This design comes from an exercise in tuning for small area on the open sky130 flow, not from production work. RTL that was checked went through simulation tests only; none was proved equivalent to the original. Power figures rest on the tool's default switching activity, not on a simulated workload.

==> branch ember <==
## segblk
module segblk (
    input  wire         clk,
    input  wire         rst,           
    input  wire         cmd_valid,
    input  wire [31:0]  cmd,
    input  wire [15:0]  cnt_i,         
    input  wire         btn_i,         
    input  wire [3:0]   enc_digit_i,   
    input  wire [5:0]   obs_addr_i,    
    output wire [159:0] bank_o,        
    output wire         cmd_ready_o,
    output wire         blink_evt_o,
    output wire         btn_evt_o,
    output wire         ill_o,
    output wire [15:0]  enc_code_o,
    output wire         enc_valid_o,
    output reg  [7:0]   obs_data_o
);
Settings: LEC_CHECK=0, ABC_AREA=1, CAP_MARGIN=20, CORE_MARGIN=2, CORE_UTILIZATION=40, GPL_TIMING_DRIVEN=0, SLEW_MARGIN=20; clock period 6.0 ns.
standard.sh (not shown) runs the stock make flow with config.mk's settings and CLKGATE_MAP_FILE= SYNTH_SCRIPT=/design/flow/synth_recipe.tcl, a recipe that flattens the netlist after the stock synthesis.
==> flow/flow/run.sh <==
#!/bin/bash
# Standard layout (standard.sh) with these changes:
#  - synthesis maps the logic with an area-oriented ABC script
#    (flow/synth.tcl, flow/area.abc) and without the full-adder cell
#    extraction (ADDER_MAP_FILE empty); everything else in synthesis is
#    synth_recipe.tcl's;
#  - port buffers use the smallest buffer cell instead of the resizer's
#    default pick (a delay cell);
#  - buffers left by synthesis are removed at floorplan, as the default
#    timing-driven placement would do;
#  - the clock tree uses clkbuf_8 cells and no dummy loads.
set -euo pipefail
here=$(pwd)
export FLOW_ABC_SCRIPT=$here/flow/area.abc
export BUFFER_PORTS_ARGS="-buffer_cell sky130_fd_sc_hd__buf_1"
export REMOVE_ABC_BUFFERS=1
export ADDER_MAP_FILE=
export CTS_ARGS="-sink_clustering_enable -repair_clock_nets -buf_list sky130_fd_sc_hd__clkbuf_8 -sink_clustering_size 30 -sink_clustering_max_diameter 120 -dont_use_dummy_load"
sed "s#SYNTH_SCRIPT=[^ ]*#SYNTH_SCRIPT=$here/flow/synth.tcl#" standard.sh > own_standard.sh
bash own_standard.sh > standard_flow.log 2>&1
==> flow/flow/area.abc <==
strash
&get -n
&st
&dch -f
&nf -R 1000
&put
strash
&get -n
&st
&dch -f
&nf -R 1000
&put
strash
&get -n
&st
&dch -f
&nf -R 1000
&put
topo
==> flow/flow/synth.tcl <==
# The standard synthesis script (synth_recipe.tcl), with the ABC script
# replaced by flow/area.abc: the same Yosys steps, register mapping,
# flattening and renaming; only the combinational cell mapping differs.
proc synth {args} { yosys synth -nofsm -noshare {*}$args }
proc abc {args} {
  set i [lsearch -exact $args -script]
  if {$i >= 0} { set args [lreplace $args [expr {$i+1}] [expr {$i+1}] $::env(FLOW_ABC_SCRIPT)] }
  yosys abc {*}$args
}
source $::env(SCRIPTS_DIR)/synth.tcl
# left out here: clear keep_hierarchy, flatten, clean up, hide names made inside functions, write 1_2_yosys.v
==> inputs of branch cedar, as changes to branch ember <==
--- a/flow/design.v
+++ b/flow/design.v
@@ -91,70 +91,89 @@
             4'd7:    seg = 16'h0111;
             4'd8:    seg = 16'h1F51;
             4'd9:    seg = 16'h1B51;
             default: seg = 16'h0000;
         endcase
     end
     wire [15:0] wr_code = (op_wrd ? seg : 16'h0000) | cmd[15:0];
+    wire [15:0] wr_data = wr_code & {16{~rst}};
     wire [5:0] wr_p, hold_p;
     genvar gp, gi;
     generate
         for (gp = 0; gp < 6; gp = gp + 1) begin : g_pos
             wire sel = do_disp & (pos == gp);
-            assign wr_p[gp]   = ~rst & sel;
+            assign wr_p[gp]   = rst | sel;
             assign hold_p[gp] = ~rst & ~sel;
             for (gi = 0; gi < 4; gi = gi + 1) begin : g_nib
                 always @(posedge clk)
                     disp_q[4*(6*gi+gp) +: 4] <=
-                        ({4{wr_p[gp]}} & wr_code[4*gi +: 4]) |
+                        ({4{wr_p[gp] & ~rst}} & wr_data[4*gi +: 4]) |
                         ({4{hold_p[gp]}} & disp_q[4*(6*gi+gp) +: 4]);
             end
         end
     endgenerate
-    function [16:0] pfx16;
-        input [15:0] x, y;
-        input ci;
-        input sk;
-        reg [15:0] g, p, G, P;
-        reg [16:0] c;
-        integer k, d, m;
-        begin
-            g = x & y; p = x ^ y;
-            G = g; P = p;
-            G[0] = g[0] | (p[0] & ci);
-            P[0] = 1'b0;
-            if (sk) begin
-                for (d = 1; d < 16; d = d * 2)
-                    for (k = 0; k < 16; k = k + 1)
-                        if ((k / d) % 2 == 1) begin
-                            m = (k / d) * d - 1;
-                            G[k] = G[k] | (P[k] & G[m]);
-                            P[k] = P[k] & P[m];
-                        end
-            end else begin
-                for (d = 1; d < 16; d = d * 2)
-                    for (k = 2*d - 1; k < 16; k = k + 2*d) begin
-                        G[k] = G[k] | (P[k] & G[k-d]);
-                        P[k] = P[k] & P[k-d];
-                    end
-                for (d = 4; d >= 1; d = d / 2)
-                    for (k = 3*d - 1; k < 16; k = k + 2*d) begin
-                        G[k] = G[k] | (P[k] & G[k-d]);
-                        P[k] = P[k] & P[k-d];
-                    end
-            end
-            c[0] = ci;
-            for (k = 0; k < 16; k = k + 1) c[k+1] = G[k];
-            pfx16 = {c[16], p ^ c[15:0]};
-        end
-    endfunction
-    wire [16:0] d17 = pfx16(cnt_i, ~tick_last_q, 1'b1, 1'b1);
-    wire [16:0] s17 = pfx16(tick_acc_q[15:0], d17[15:0], 1'b0, 1'b1);
-    wire [15:0] a = s17[15:0];
-    wire c16 = s17[16];
+    wire [15:0] ta = tick_acc_q[15:0];
+    wire [15:0] tc = cnt_i;
+    wire [15:0] tl = ~tick_last_q;
+    wire [15:0] u  = ta ^ tc ^ tl;
+    wire [16:0] w  = {(ta & tc) | (ta & tl) | (tc & tl), 1'b1};
+    wire [15:0] pg = u & w[15:0];
+    wire [15:0] pp = u ^ w[15:0];
+    wire g10 = pg[1]  | (pp[1]  & pg[0]);
+    wire g32 = pg[3]  | (pp[3]  & pg[2]);   wire p32 = pp[3]  & pp[2];
+    wire g54 = pg[5]  | (pp[5]  & pg[4]);   wire p54 = pp[5]  & pp[4];
+    wire g76 = pg[7]  | (pp[7]  & pg[6]);   wire p76 = pp[7]  & pp[6];
+    wire g98 = pg[9]  | (pp[9]  & pg[8]);   wire p98 = pp[9]  & pp[8];
+    wire gba = pg[11] | (pp[11] & pg[10]);  wire pba = pp[11] & pp[10];
+    wire gdc = pg[13] | (pp[13] & pg[12]);  wire pdc = pp[13] & pp[12];
+    wire gfe = pg[15] | (pp[15] & pg[14]);  wire pfe = pp[15] & pp[14];
+    wire g30 = g32 | (p32 & g10);
+    wire g74 = g76 | (p76 & g54);           wire p74 = p76 & p54;
+    wire gb8 = gba | (pba & g98);           wire pb8 = pba & p98;
+    wire gfc = gfe | (pfe & gdc);           wire pfc = pfe & pdc;
+    wire g70 = g74 | (p74 & g30);
+    wire gf8 = gfc | (pfc & gb8);           wire pf8 = pfc & pb8;
+    wire gf0 = gf8 | (pf8 & g70);
+    wire gb0 = gb8 | (pb8 & g70);
+    wire g50 = g54 | (p54 & g30);
+    wire g90 = g98 | (p98 & g70);
+    wire gd0 = gdc | (pdc & gb0);
+    wire g20 = pg[2]  | (pp[2]  & g10);
+    wire g40 = pg[4]  | (pp[4]  & g30);
+    wire g60 = pg[6]  | (pp[6]  & g50);
+    wire g80 = pg[8]  | (pp[8]  & g70);
+    wire ga0 = pg[10] | (pp[10] & g90);
+    wire gc0 = pg[12] | (pp[12] & gb0);
+    wire ge0 = pg[14] | (pp[14] & gd0);
+    wire [15:0] cy = {ge0, gd0, gc0, gb0, ga0, g90, g80, g70,
+                      g60, g50, g40, g30, g20, g10, pg[0], 1'b0};
+    wire [15:0] a = pp ^ cy;
+    wire k16 = gf0;
+    wire [15:0] eg = tc & tl;
+    wire [15:0] ep = tc | tl;
+    wire [7:0] eg1, ep1;
+    wire [3:0] eg2, ep2;
+    wire [1:0] eg3, ep3;
+    genvar gk;
+    generate
+        for (gk = 0; gk < 8; gk = gk + 1) begin : g_ge1
+            assign eg1[gk] = eg[2*gk+1] | (ep[2*gk+1] & eg[2*gk]);
+            assign ep1[gk] = ep[2*gk+1] & ep[2*gk];
+        end
+        for (gk = 0; gk < 4; gk = gk + 1) begin : g_ge2
+            assign eg2[gk] = eg1[2*gk+1] | (ep1[2*gk+1] & eg1[2*gk]);
+            assign ep2[gk] = ep1[2*gk+1] & ep1[2*gk];
+        end
+        for (gk = 0; gk < 2; gk = gk + 1) begin : g_ge3
+            assign eg3[gk] = eg2[2*gk+1] | (ep2[2*gk+1] & eg2[2*gk]);
+            assign ep3[gk] = ep2[2*gk+1] & ep2[2*gk];
+        end
+    endgenerate
+    wire ge = eg3[1] | (ep3[1] & (eg3[0] | ep3[0]));
+    wire c16 = k16 ^ w[16] ^ ge;
     wire [16:0] ones, zeros;
     assign ones[0]  = 1'b1;
     assign zeros[0] = 1'b1;
     generate
         for (gi = 0; gi < 16; gi = gi + 1) begin : g_pre
             assign ones[gi+1]  = ones[gi]  &  tick_acc_q[16+gi];
             assign zeros[gi+1] = zeros[gi] & ~tick_acc_q[16+gi];
==> flow/flow/area.abc (replaced) <==
strash
&get -n
&st
&dch -f
&nf -R 1000
&put
strash
&get -n
&st
&dch -f
&nf -R 1000
&put
topo
==> run notes <==
metric	branch ember	branch cedar
Power in combinational cells	230 uW	253 uW
Met2 Use GR	44.9%	41.3%
DIE AREA	0.0210 mm2	0.0216 mm2
Arrival @ worst endpoint	6700 ps	5820 ps
Mapped cell area	0.00793 mm2	0.00817 mm2
Area share of the leading cell type in the synthesized netlist	38.1%	37.0%
Placed wire-length estimate after detailed placement	22.4 mm	22.2 mm
Min Clock Period, post-route	6380 ps	5500 ps
Layout clock area frac	2.36%	2.51%
Result of the run	failed layout checks	no timing/DRC/antenna violations
Reasons for failing layout checks	setup timing	-
Placed inst area	0.00882 mm2	0.00907 mm2
P_int	1330 uW	1330 uW
Largest vdd supply drop	0.000144 V	0.000128 V
Filler-free cell count of the finished design	1457	1488
Worst hold margin	494 ps	482 ps
Start point of the critical path	cnt_i[0]	cnt_i[1]
Largest net degree at the start of global routing	25	31
The RTL of branch ember was laid out without a check of its function.

afterwards: timing with drivers on the ports:
How much do the figures lean on ideal ports? The routed layouts below were timed once more, with nothing changed but the port constraints.
Step 1: set_driving_cell puts a clkbuf_16 on clk and a buf_2 on each other input, an assumption about the parent block.
Step 2 adds t to the input delays and takes it off the output delays; t is the mean of the earliest and latest rising clock arrival at the registers after step 1. Input paths then give back, and output paths get back, about the clock's delay inside the block.
Slacks: ideal ports / drivers / drivers and shift; pairs: ideal ports / drivers.
run	shift t [ns]	slack for setup (ns)	hold WS [ns]	cell pins on the clock port's net
branch ember	0.508	-0.378 / -0.369 / -0.878	0.494 / 0.494 / 0.494	1
branch cedar	0.501	0.497 / 0.511 / 0.010	0.482 / 0.482 / 0.482	1
For branch ember, which loses most, drivers alone change the setup slack by +0.009 ns; drivers and shift together by -0.500 ns.
